Background: an optimization exercise with open tools, aiming at small area and a short achievable clock period. Do not read the settings as production practice. Function was checked by simulation only, so behaviour that the tests miss may differ from the original. Power is estimated from default activity; no workload was simulated.

==> flow/design.v <==
module rxf_crc32_byte (
    input  wire [31:0] crc_in,
    input  wire [7:0]  data,
    output reg  [31:0] crc_out
);
    integer i;
    always @* begin
        crc_out = crc_in ^ {24'd0, data};
        for (i = 0; i < 8; i = i + 1) begin
            if (crc_out[0])
                crc_out = (crc_out >> 1) ^ 32'hEDB88320;
            else
                crc_out = crc_out >> 1;
        end
    end
endmodule
module intron_rx_framer (
    input  wire         clk,
    input  wire         rst,             
    input  wire         soft_reset,      
    input  wire [47:0]  intron_sess,     
    input  wire         rx_valid,
    input  wire [7:0]   rx_data,
    input  wire         alloc_ok,        
    input  wire         cas_valid,
    input  wire [3:0]   cas_old,
    input  wire [3:0]   cas_new,
    input  wire         activity_clr,    
    input  wire         query_valid,     
    input  wire [7:0]   query_idx,
    input  wire         ap_take,         
    output reg  [3:0]   mode,
    output reg          cas_ok,
    output reg          associated,
    output reg          activity,
    output reg          mac_valid,
    output reg  [47:0]  mac,
    output reg  [7:0]   ap_count,
    output reg          ap_valid,
    output reg  [7:0]   ap_index,
    output reg  [127:0] ap_info,
    output reg          pkt_start,
    output reg  [15:0]  pkt_len,
    output reg          pkt_wr,
    output reg  [7:0]   pkt_data,
    output reg          pkt_end,
    output reg          pkt_good,
    output reg          evt_valid,
    output reg  [2:0]   evt_code,
    output reg  [7:0]   evt_type,
    output reg  [15:0]  evt_size
);
    localparam [7:0]  INTRON0     = 8'h55;
    localparam [7:0]  INTRON1     = 8'h4E;
    localparam [7:0]  SUPPORTED_VERSION = 8'h0B;
    localparam [15:0] DEVICE_INFO_LEN = 16'd6;
    localparam [15:0] AP_COUNT_LEN    = 16'd1;
    localparam [15:0] AP_INFO_LEN     = 16'd16;
    localparam [7:0] T_DEVICE_INFO   = 8'h00;
    localparam [7:0] T_PACKET        = 8'h02;
    localparam [7:0] T_SCAN_AP_COUNT = 8'h06;
    localparam [7:0] T_SCAN_AP_INFO  = 8'h07;
    localparam [7:0] T_INVALID       = 8'h08;
    localparam [3:0] M_WAIT_INIT      = 4'd1;
    localparam [3:0] M_NEED_AP        = 4'd2;
    localparam [3:0] M_CONNECTING_AP  = 4'd3;
    localparam [3:0] M_RUNNING        = 4'd4;
    localparam [3:0] M_WRONG_FIRMWARE = 4'd6;
    localparam [2:0] E_CRC_MISMATCH   = 3'd1;
    localparam [2:0] E_OUT_OF_SYNC    = 3'd2;
    localparam [2:0] E_LENGTH_ERROR   = 3'd3;
    localparam [2:0] E_UNKNOWN_TYPE   = 3'd4;
    localparam [2:0] E_PROTOCOL_ERROR = 3'd5;
    localparam [2:0] S_SEEK   = 3'd0;
    localparam [2:0] S_HEADER = 3'd1;
    localparam [2:0] S_FIXED  = 3'd2;
    localparam [2:0] S_STREAM = 3'd3;
    localparam [2:0] S_DISCARD = 3'd4;
    reg [2:0]   pstate;
    reg [2:0]   ipos;
    reg [2:0]   hpos;
    reg [4:0]   fpos;
    reg [15:0]  remain;
    reg [15:0]  skipped;
    reg [31:0]  crc;
    reg [63:0]  hbuf;        
    reg [127:0] fbuf;        
    reg [7:0]   rtype;
    reg [7:0]   rvar;
    reg [15:0]  rsize;
    reg [31:0]  rcrc;
    reg         lq_valid;
    reg [7:0]   lq_idx;
    reg [2:0]   pstate_n;
    reg [2:0]   ipos_n;
    reg [2:0]   hpos_n;
    reg [4:0]   fpos_n;
    reg [15:0]  remain_n;
    reg [15:0]  skipped_n;
    reg [31:0]  crc_n;
    reg [63:0]  hbuf_n;
    reg [127:0] fbuf_n;
    reg [7:0]   rtype_n;
    reg [7:0]   rvar_n;
    reg [15:0]  rsize_n;
    reg [31:0]  rcrc_n;
    reg [3:0]   mode_n;
    reg         cas_ok_n;
    reg         associated_n;
    reg         activity_n;
    reg         mac_valid_n;
    reg [47:0]  mac_n;
    reg [7:0]   ap_count_n;
    reg         ap_valid_n;
    reg [7:0]   ap_index_n;
    reg [127:0] ap_info_n;
    reg         lq_valid_n;
    reg [7:0]   lq_idx_n;
    reg         pkt_start_n;
    reg [15:0]  pkt_len_n;
    reg         pkt_wr_n;
    reg [7:0]   pkt_data_n;
    reg         pkt_end_n;
    reg         pkt_good_n;
    reg         evt_valid_n;
    reg [2:0]   evt_code_n;
    reg [7:0]   evt_type_n;
    reg [15:0]  evt_size_n;
    wire [63:0] intron_all = {intron_sess, INTRON1, INTRON0};
    wire [7:0]  intron_exp = intron_all[8*ipos +: 8];
    wire        intron_hit = (rx_data == intron_exp);
    wire        crc_restart = (pstate == S_SEEK) && ((ipos == 3'd0) || !intron_hit);
    wire [31:0] crc_in = crc_restart ? 32'hFFFFFFFF : crc;
    wire [31:0] crc_step;
    rxf_crc32_byte u_crc (
        .crc_in  (crc_in),
        .data    (rx_data),
        .crc_out (crc_step)
    );
    wire [7:0]  h_type = hbuf[7:0];
    wire [7:0]  h_var  = hbuf[15:8];
    wire [15:0] h_size = {hbuf[23:16], hbuf[31:24]};
    wire [31:0] h_crc  = {hbuf[39:32], hbuf[47:40], hbuf[55:48], rx_data};
    wire [16:0] skipped_sum = {1'b0, skipped} + {14'd0, ipos} + {16'd0, (rx_data != INTRON0)};
    reg [127:0] payload;
    reg [3:0]   mode_c;
    reg         frame_ok;
    always @* begin
        pstate_n     = pstate;
        ipos_n       = ipos;
        hpos_n       = hpos;
        fpos_n       = fpos;
        remain_n     = remain;
        skipped_n    = skipped;
        crc_n        = crc;
        hbuf_n       = hbuf;
        fbuf_n       = fbuf;
        rtype_n      = rtype;
        rvar_n       = rvar;
        rsize_n      = rsize;
        rcrc_n       = rcrc;
        associated_n = associated;
        mac_valid_n  = mac_valid;
        mac_n        = mac;
        ap_count_n   = ap_count;
        ap_valid_n   = ap_valid;
        ap_index_n   = ap_index;
        ap_info_n    = ap_info;
        lq_valid_n   = lq_valid;
        lq_idx_n     = lq_idx;
        pkt_start_n  = 1'b0;
        pkt_len_n    = pkt_len;
        pkt_wr_n     = 1'b0;
        pkt_data_n   = pkt_data;
        pkt_end_n    = 1'b0;
        pkt_good_n   = pkt_good;
        evt_valid_n  = 1'b0;
        evt_code_n   = evt_code;
        evt_type_n   = evt_type;
        evt_size_n   = evt_size;
        payload      = fbuf;
        frame_ok     = 1'b0;
        activity_n = activity_clr ? 1'b0 : activity;
        if (ap_take)
            ap_valid_n = 1'b0;
        if (query_valid) begin
            lq_valid_n = 1'b1;
            lq_idx_n   = query_idx;
        end
        mode_c   = mode;
        cas_ok_n = 1'b0;
        if (cas_valid && !soft_reset && (mode == cas_old)) begin
            cas_ok_n = 1'b1;
            mode_c   = cas_new;
        end
        mode_n = mode_c;
        if (soft_reset) begin
            mode_n       = M_WAIT_INIT;
            associated_n = 1'b0;
            pstate_n     = S_SEEK;
            ipos_n       = 3'd0;
            hpos_n       = 3'd0;
            fpos_n       = 5'd0;
            remain_n     = 16'd0;
            skipped_n    = 16'd0;
            if (pstate == S_STREAM) begin
                pkt_end_n  = 1'b1;
                pkt_good_n = 1'b0;
            end
        end else if (rx_valid) begin
            case (pstate)
                S_SEEK: begin
                    if (intron_hit) begin
                        crc_n  = crc_step;
                        ipos_n = ipos + 3'd1;
                        if (ipos == 3'd7) begin
                            if (skipped != 16'd0) begin
                                evt_valid_n = 1'b1;
                                evt_code_n  = E_OUT_OF_SYNC;
                                evt_size_n  = skipped;
                            end
                            skipped_n = 16'd0;
                            ipos_n    = 3'd0;
                            hpos_n    = 3'd0;
                            pstate_n  = S_HEADER;
                        end
                    end else begin
                        skipped_n = skipped_sum[16] ? 16'hFFFF : skipped_sum[15:0];
                        if (rx_data == INTRON0) begin
                            crc_n  = crc_step;
                            ipos_n = 3'd1;
                        end else begin
                            ipos_n = 3'd0;
                        end
                    end
                end
                S_HEADER: begin
                    hbuf_n[8*hpos +: 8] = rx_data;
                    hpos_n = hpos + 3'd1;
                    if (hpos < 3'd4)
                        crc_n = crc_step;
                    if (hpos == 3'd7) begin
                        hpos_n  = 3'd0;
                        rtype_n = h_type;
                        rvar_n  = h_var;
                        rsize_n = h_size;
                        rcrc_n  = h_crc;
                        pstate_n = S_SEEK;       
                        ipos_n   = 3'd0;
                        fpos_n   = 5'd0;
                        remain_n = 16'd0;
                        case (h_type)
                            T_INVALID: begin
                                evt_valid_n = 1'b1;
                                evt_code_n  = E_PROTOCOL_ERROR;
                                evt_size_n  = h_size;
                                if (h_size != 16'd0) begin
                                    remain_n = h_size;
                                    pstate_n = S_DISCARD;
                                end
                            end
                            T_PACKET: begin
                                if (h_size == 16'd0) begin
                                    if (~crc == h_crc) begin
                                        activity_n   = 1'b1;
                                        associated_n = (h_var != 8'd0);
                                        if ((h_var != 8'd0) &&
                                            (mode_c == M_NEED_AP || mode_c == M_CONNECTING_AP))
                                            mode_n = M_RUNNING;
                                    end else begin
                                        evt_valid_n = 1'b1;
                                        evt_code_n  = E_CRC_MISMATCH;
                                        evt_type_n  = h_type;
                                    end
                                end else if (alloc_ok) begin
                                    pkt_start_n = 1'b1;
                                    pkt_len_n   = h_size;
                                    remain_n    = h_size;
                                    pstate_n    = S_STREAM;
                                end else begin
                                    remain_n = h_size;
                                    pstate_n = S_DISCARD;
                                end
                            end
                            T_DEVICE_INFO, T_SCAN_AP_COUNT, T_SCAN_AP_INFO: begin
                                if ((h_type == T_DEVICE_INFO   && h_size != DEVICE_INFO_LEN) ||
                                    (h_type == T_SCAN_AP_COUNT && h_size != AP_COUNT_LEN) ||
                                    (h_type == T_SCAN_AP_INFO  && h_size != AP_INFO_LEN)) begin
                                    evt_valid_n = 1'b1;
                                    evt_code_n  = E_LENGTH_ERROR;
                                    evt_type_n  = h_type;
                                    evt_size_n  = h_size;
                                    if (h_size != 16'd0) begin
                                        remain_n = h_size;
                                        pstate_n = S_DISCARD;
                                    end
                                end else begin
                                    remain_n = h_size;
                                    pstate_n = S_FIXED;
                                end
                            end
                            default: begin
                                evt_valid_n = 1'b1;
                                evt_code_n  = E_UNKNOWN_TYPE;
                                evt_type_n  = h_type;
                                if (h_size != 16'd0) begin
                                    remain_n = h_size;
                                    pstate_n = S_DISCARD;
                                end
                            end
                        endcase
                    end
                end
                S_FIXED: begin
                    fbuf_n[8*fpos +: 8] = rx_data;
                    fpos_n   = fpos + 5'd1;
                    remain_n = remain - 16'd1;
                    crc_n    = crc_step;
                    if (remain == 16'd1) begin
                        payload  = fbuf_n;
                        frame_ok = (~crc_step == rcrc);
                        pstate_n = S_SEEK;
                        ipos_n   = 3'd0;
                        fpos_n   = 5'd0;
                        if (!frame_ok) begin
                            evt_valid_n = 1'b1;
                            evt_code_n  = E_CRC_MISMATCH;
                            evt_type_n  = rtype;
                        end else begin
                            case (rtype)
                                T_DEVICE_INFO: begin
                                    if (rvar == SUPPORTED_VERSION) begin
                                        mac_valid_n = 1'b1;
                                        mac_n = {payload[7:0], payload[15:8], payload[23:16],
                                                 payload[31:24], payload[39:32], payload[47:40]};
                                        if (mode_c == M_WAIT_INIT)
                                            mode_n = M_NEED_AP;
                                    end else begin
                                        if (mode_c == M_WAIT_INIT)
                                            mode_n = M_WRONG_FIRMWARE;
                                    end
                                end
                                T_SCAN_AP_COUNT: begin
                                    ap_count_n = payload[7:0];
                                end
                                default: begin   
                                    if (lq_valid && (rvar == lq_idx)) begin
                                        ap_valid_n = 1'b1;
                                        ap_index_n = rvar;
                                        ap_info_n  = {payload[7:0],     payload[15:8],
                                                      payload[23:16],   payload[31:24],
                                                      payload[39:32],   payload[47:40],
                                                      payload[55:48],   payload[63:56],
                                                      payload[71:64],   payload[79:72],
                                                      payload[87:80],   payload[95:88],
                                                      payload[103:96],  payload[111:104],
                                                      payload[119:112], payload[127:120]};
                                    end
                                end
                            endcase
                        end
                    end
                end
                S_STREAM: begin
                    pkt_wr_n   = 1'b1;
                    pkt_data_n = rx_data;
                    remain_n   = remain - 16'd1;
                    crc_n      = crc_step;
                    if (remain == 16'd1) begin
                        frame_ok   = (~crc_step == rcrc);
                        pkt_end_n  = 1'b1;
                        pkt_good_n = frame_ok;
                        pstate_n   = S_SEEK;
                        ipos_n     = 3'd0;
                        if (frame_ok) begin
                            activity_n   = 1'b1;
                            associated_n = (rvar != 8'd0);
                            if ((rvar != 8'd0) &&
                                (mode_c == M_NEED_AP || mode_c == M_CONNECTING_AP))
                                mode_n = M_RUNNING;
                        end else begin
                            evt_valid_n = 1'b1;
                            evt_code_n  = E_CRC_MISMATCH;
                            evt_type_n  = rtype;
                        end
                    end
                end
                S_DISCARD: begin
                    remain_n = remain - 16'd1;
                    if (remain == 16'd1) begin
                        pstate_n = S_SEEK;
                        ipos_n   = 3'd0;
                    end
                end
                default: begin
                    pstate_n = S_SEEK;
                    ipos_n   = 3'd0;
                end
            endcase
        end
    end
    always @(posedge clk) begin
        if (rst) begin
            pstate     <= S_SEEK;
            ipos       <= 3'd0;
            hpos       <= 3'd0;
            fpos       <= 5'd0;
            remain     <= 16'd0;
            skipped    <= 16'd0;
            mode       <= M_WAIT_INIT;
            cas_ok     <= 1'b0;
            associated <= 1'b0;
            activity   <= 1'b0;
            mac_valid  <= 1'b0;
            ap_count   <= 8'd0;
            ap_valid   <= 1'b0;
            lq_valid   <= 1'b0;
            pkt_start  <= 1'b0;
            pkt_wr     <= 1'b0;
            pkt_end    <= 1'b0;
            evt_valid  <= 1'b0;
        end else begin
            pstate     <= pstate_n;
            ipos       <= ipos_n;
            hpos       <= hpos_n;
            fpos       <= fpos_n;
            remain     <= remain_n;
            skipped    <= skipped_n;
            mode       <= mode_n;
            cas_ok     <= cas_ok_n;
            associated <= associated_n;
            activity   <= activity_n;
            mac_valid  <= mac_valid_n;
            ap_count   <= ap_count_n;
            ap_valid   <= ap_valid_n;
            lq_valid   <= lq_valid_n;
            pkt_start  <= pkt_start_n;
            pkt_wr     <= pkt_wr_n;
            pkt_end    <= pkt_end_n;
            evt_valid  <= evt_valid_n;
        end
    end
    always @(posedge clk) begin
        crc      <= crc_n;
        hbuf     <= hbuf_n;
        fbuf     <= fbuf_n;
        rtype    <= rtype_n;
        rvar     <= rvar_n;
        rsize    <= rsize_n;
        rcrc     <= rcrc_n;
        mac      <= mac_n;
        ap_index <= ap_index_n;
        ap_info  <= ap_info_n;
        lq_idx   <= lq_idx_n;
        pkt_len  <= pkt_len_n;
        pkt_data <= pkt_data_n;
        pkt_good <= pkt_good_n;
        evt_code <= evt_code_n;
        evt_type <= evt_type_n;
        evt_size <= evt_size_n;
    end
endmodule
==> flow/run.sh <==
#!/bin/bash
# synth_recipe.tcl (not shown) runs the flow's synth.tcl, then flattens the netlist and writes it again
# the make line also repeats each setting of config.mk as NAME=value (left out here)
make -C /OpenROAD-flow-scripts/flow DESIGN_CONFIG=/design/flow/config.mk WORK_HOME=/design/flow/orfs CLKGATE_MAP_FILE= SYNTH_SCRIPT=/design/flow/synth_recipe.tcl finish
==> flow/config.mk <==
export PLATFORM = sky130hd
export DESIGN_NAME = intron_rx_framer
export DESIGN_NICKNAME = intron_rx_framer
export VERILOG_FILES = /design/flow/design.v
export SDC_FILE = /design/flow/constraint.sdc
export NUM_CORES = 4
export LEC_CHECK = 0
export CAP_MARGIN = 20
export CORE_MARGIN = 2
export CORE_UTILIZATION = 40
export PLACE_DENSITY = 0.6
export SLEW_MARGIN = 20
==> flow/constraint.sdc <==
create_clock -name core_clock -period 8.0 [get_ports {clk}]
set_input_delay 1.6000 -clock core_clock [delete_from_list [all_inputs] [get_ports {clk}]]
set_output_delay 1.6000 -clock core_clock [all_outputs]
set_load 0.01 [all_outputs]
==> run_results.csv <==
group,metric,value,unit
sta,slew_viol_final,0,
die,io-pin-count,338,
worst_hold_path,hold_path_depth,2,
clock_network,clock_latency,0.65,ns
final_layout,drive_gt1_share,10.5,%
synthesis,synth_fa_ha_area_share,1.03,%
place,place_hpwl,50800,um
synthesis,async_flop_share,0,%
routing,drc,0,
critical_path,crit_family,"simple AND/OR/NAND/NOR gates",
final_layout,fillerInstances,5476,
routing,num_vias,18000,
sta,period_minus_slack,6.94,ns
outcome,outcome,"timing/DRC/antenna clean",
synthesis,syn_avg_cell_area,13.3,um^2
place,gp_congestion,0.875,
critical_path,required,8.30,ns
die,core,64100,um^2
critical_path,path_buf_inv,3,
critical_path,critPathMaxFanout,33,
sta,grt_setup_unrepaired,"no",
die,dieArea,66600,um^2
critical_path,crit_path_top_delay_cell,"nor3_4",
power,p_leak,0.0103,uW
critical_path,worstPathCellList,"clkdlybuf4s50_1, mux4_2, xnor2_1, a2111oi_1, a21oi_1, or3_1, nor3_4, o311ai_1, xor2_1, or4b_1, mux2i_1, o2111ai_1, or3_4, nor3_4, buf_12, buf_4",
synthesis,synth-seq-cells,576,
place,numPortBuffers,337,
routing,avgRoutedWirePerCell,23.8,um
grt,grt_max_degree,67,
clock_network,htree_levels,2,
critical_path,crit_top_cell,"nor3_4",
clock_network,ctsResizeCount,0,
synthesis,synth.area.mux_share,3.42,%
critical_path,crit_arrival,7.25,ns
grt,gr-usage-met2,36.5,%
critical_path,r2r_cells,16,
synthesis,synth_compound_area_share,12.0,%
sta,setup_violations,0,
clock_network,clk_path_buf_depth,3,
final_layout,register_area,16600,um^2
critical_path,crit_type,"input port to register",
grt,antenna_found_initial,0,
die,initial_core_util,40.3,%
grt,grt_util_met3,4.45,%
final_layout,nNetsFinal,2377,
final_layout,final_common_cell,"edfxtp_1",
synthesis,synth-seq-area-share,64.4,%
clock_network,post_cts.repair.setup_buffers,0,
synthesis,yosys.cell_types.count,85,
sta,finalHoldViolations,0,
clock_network,cts_buffers,58,
grt,grt_pass1_vias,17800,
clock_network,cts_num_sinks,576,
die,placementRows,93,
synthesis,synth-edff-count,508,
die,die_x,258,um
clock_network,holdBufCountCts,0,
sta,finalClockSkew,0.0431,ns
critical_path,worstReg2RegStart,"ipos[1]",
synthesis,yosys.area_share.simple,9.37,%
sta,max_freq,0.144,GHz
worst_hold_path,hold_path_class,"register to register",
final_layout,antenna_cells,0,
grt,grt-busiest-layer,"met2",
final_layout,multi_input_area,8730,um^2
sta,finalCritPeriodShare,86.8,%
synthesis,synth_xor_xnor_area_share,7.65,%
power,power.total,6390,uW
routing,firstDrtPassIters,5,
routing,postRouteAntennaNets,0,
critical_path,crit_path_end_kind,"register",
synthesis,ys.warnings.count,2,
worst_hold_path,min-delay-start,"lq_valid",
sta,relSlewSlack,21.3,%
critical_path,reg2reg_slack,1.83,ns
grt,grt_util_met1,29.5,%
routing,wl,75700,um
grt,overflow,0,
synthesis,syn_nets,2038,
grt,track_usage,22.2,%
grt,grt_first_pass_wirelength,112000,um
final_layout,syn2layout_area_growth,25.2,%
clock_network,cts_root_buffer,"clkbuf_16",
routing,drtIter0Drc,1609,
critical_path,start_kind,"input port",
worst_hold_path,worstHoldEndpoint,"lq_valid",
critical_path,cpPeakStageDelay,0.54,ns
routing,via_per_inst,5.65,
synthesis,synth_ff_type,"edfxtp_1",
die,die_h,258,um
synthesis,syn_inst,1937,
synthesis,synth_top_family_by_area,"compound AO/OA/AOI/OAI gates",
clock_network,cts_tree,"done",
sta,worstMarginPinSlew,1.16,ns
power,max-vdd-ir-drop,0.157,mV
final_layout,final_cell_mix,"edfxtp_1, clkdlybuf4s50_1, nand2_1, nor2_1, xnor2_1",
critical_path,rr_endpoint,"ap_info[15]",
clock_network,cts.clk_slew.worst_paths,0.06,ns
power,power-per-cell-area,198,nW/um^2
sta,setup_tns,0,ns
flow_run,drv_cap,0,
synthesis,synth_area,25800,um^2
==> cell type report <==
cell class | count | share of cell area [%]
flip-flops and latches | 576 | 51.4
clock inverters | 39 | 1.48
inverters | 31 | 0.372
multi-input cells | 1221 | 27.0
repair buffers | 388 | 11.7
well taps | 855 | 3.31
clock buffers | 67 | 4.69
==> flip-flops by register name (all words and copies together), names as in the netlist, 4 cells and up <==
signal	cells
ap_count	8
evt_type	8
pkt_len	16
ap_info	128
hbuf	56
rvar	8
rtype	8
ap_index	8
mode	4
fpos	5
rcrc	32
pkt_data	8
remain	16
skipped	16
evt_size	16
mac	48
crc	32
fbuf	128
lq_idx	8
==> kinds of logic after synthesis <==
family | after synthesis
XOR/XNOR | 211
buffers and inverters | 140
flip-flops | 576
multiplexers | 78
AO/OA/AOI/OAI | 417
adder cells (fa/ha/maj) | 20
AND/OR/NAND/NOR | 495
==> worst min-delay path: stages (launching register included) <==
cell and delay [ns]:
dfxtp_1 0.33, nor2_1 0.05, nor2_1 0.07
==> through the flow <==
step                std cells  instance area (um^2)  util (%)  setup WS, ns  hold WS [ns]
floorplan                1937                 25800         -        -0.989         0.424
global placement         3071                 30300      47.3         0.402         0.458
detailed placement       3071                 30300      47.3         0.346         0.463
CTS                      3177                 32300      50.4         0.993         0.482
global route             3177                 32300      50.4         0.776         0.501
finish                   3177                 32300      50.4          1.06         0.482
==> power by group <==
part / internal, uW / switching [uW] / leakage [uW]
clock network: 1650 / 1210 / 0.000959
registers: 3240 / 2.88 / 0.00460
logic: 123 / 166 / 0.00474
==> metal layers <==
layer | vias to the layer above | share of wire [%] | wire length [um]
met5 | - | 0 | 0
met4 | 0 | 2.9 | 2210
met3 | 117 | 7.5 | 5670
met2 | 728 | 48 | 36300
met1 | 8996 | 42 | 31500
li1 | 8116 | - | -
==> how the worst max path moves through the flow <==
stage / cells after the start / start / slack, ns / end
floorplan: 14 / intron_sess[47] / -0.99 / ap_index[0]
global placement: 16 / intron_sess[47] / 0.40 / ap_info[125]
detailed placement: 16 / intron_sess[47] / 0.35 / ap_info[125]
CTS: 16 / intron_sess[47] / 0.99 / ap_info[8]
global route: 16 / intron_sess[39] / 0.78 / ap_info[15]
finish: 16 / intron_sess[31] / 1.06 / ap_info[15]
==> cell usage after synthesis (all sizes together), types with 18 or more instances <==
cell | count | area share, %
edfxtp | 508 | 59
nand2 | 132 | 1.9
nor2 | 130 | 1.9
xnor2 | 112 | 3.8
a32o | 99 | 3.8
o21ai | 99 | 1.9
xor2 | 92 | 3.2
clkbuf | 88 | 1.3
a21oi | 78 | 1.5
dfxtp | 68 | 5.3
mux2 | 51 | 2.2
nor3 | 49 | 1.0
a22o | 34 | 1.2
nand3 | 32 | 0.62
inv | 28 | 0.41
nand4 | 27 | 0.65
mux2i | 24 | 0.93
nor2b | 23 | 0.56
nor4 | 23 | 0.58
buf | 21 | 0.43
ha | 18 | 0.87

-- separate check: timing with driven ports --
In the flow no input, the clock included, has a driving cell. The finished layout below was timed again as built, in two steps. Step 1 sets driving cells, clkbuf_16 on the clock port and buf_2 on the other inputs (assumed; they add their load-dependent delay and slew). Step 2 moves the port delays by t, midway between the first and last clock arrival at a register: inputs arrive t later, outputs are due t later. That takes back most of the time a late clock gives input paths. Slacks: ideal ports / drivers / drivers and shift; pairs: ideal ports / drivers.
shift t [ns]: 0.687
setup slack, ns: 1.057 / 1.086 / 0.399
worst setup path at the end: input to register
worst data-port slew with drivers (ns): 0.06
cell pins on the clock port's net: 1
After both steps this run still meets setup and hold. For this run, drivers alone change the setup slack by +0.029 ns; drivers and shift together by -0.658 ns.
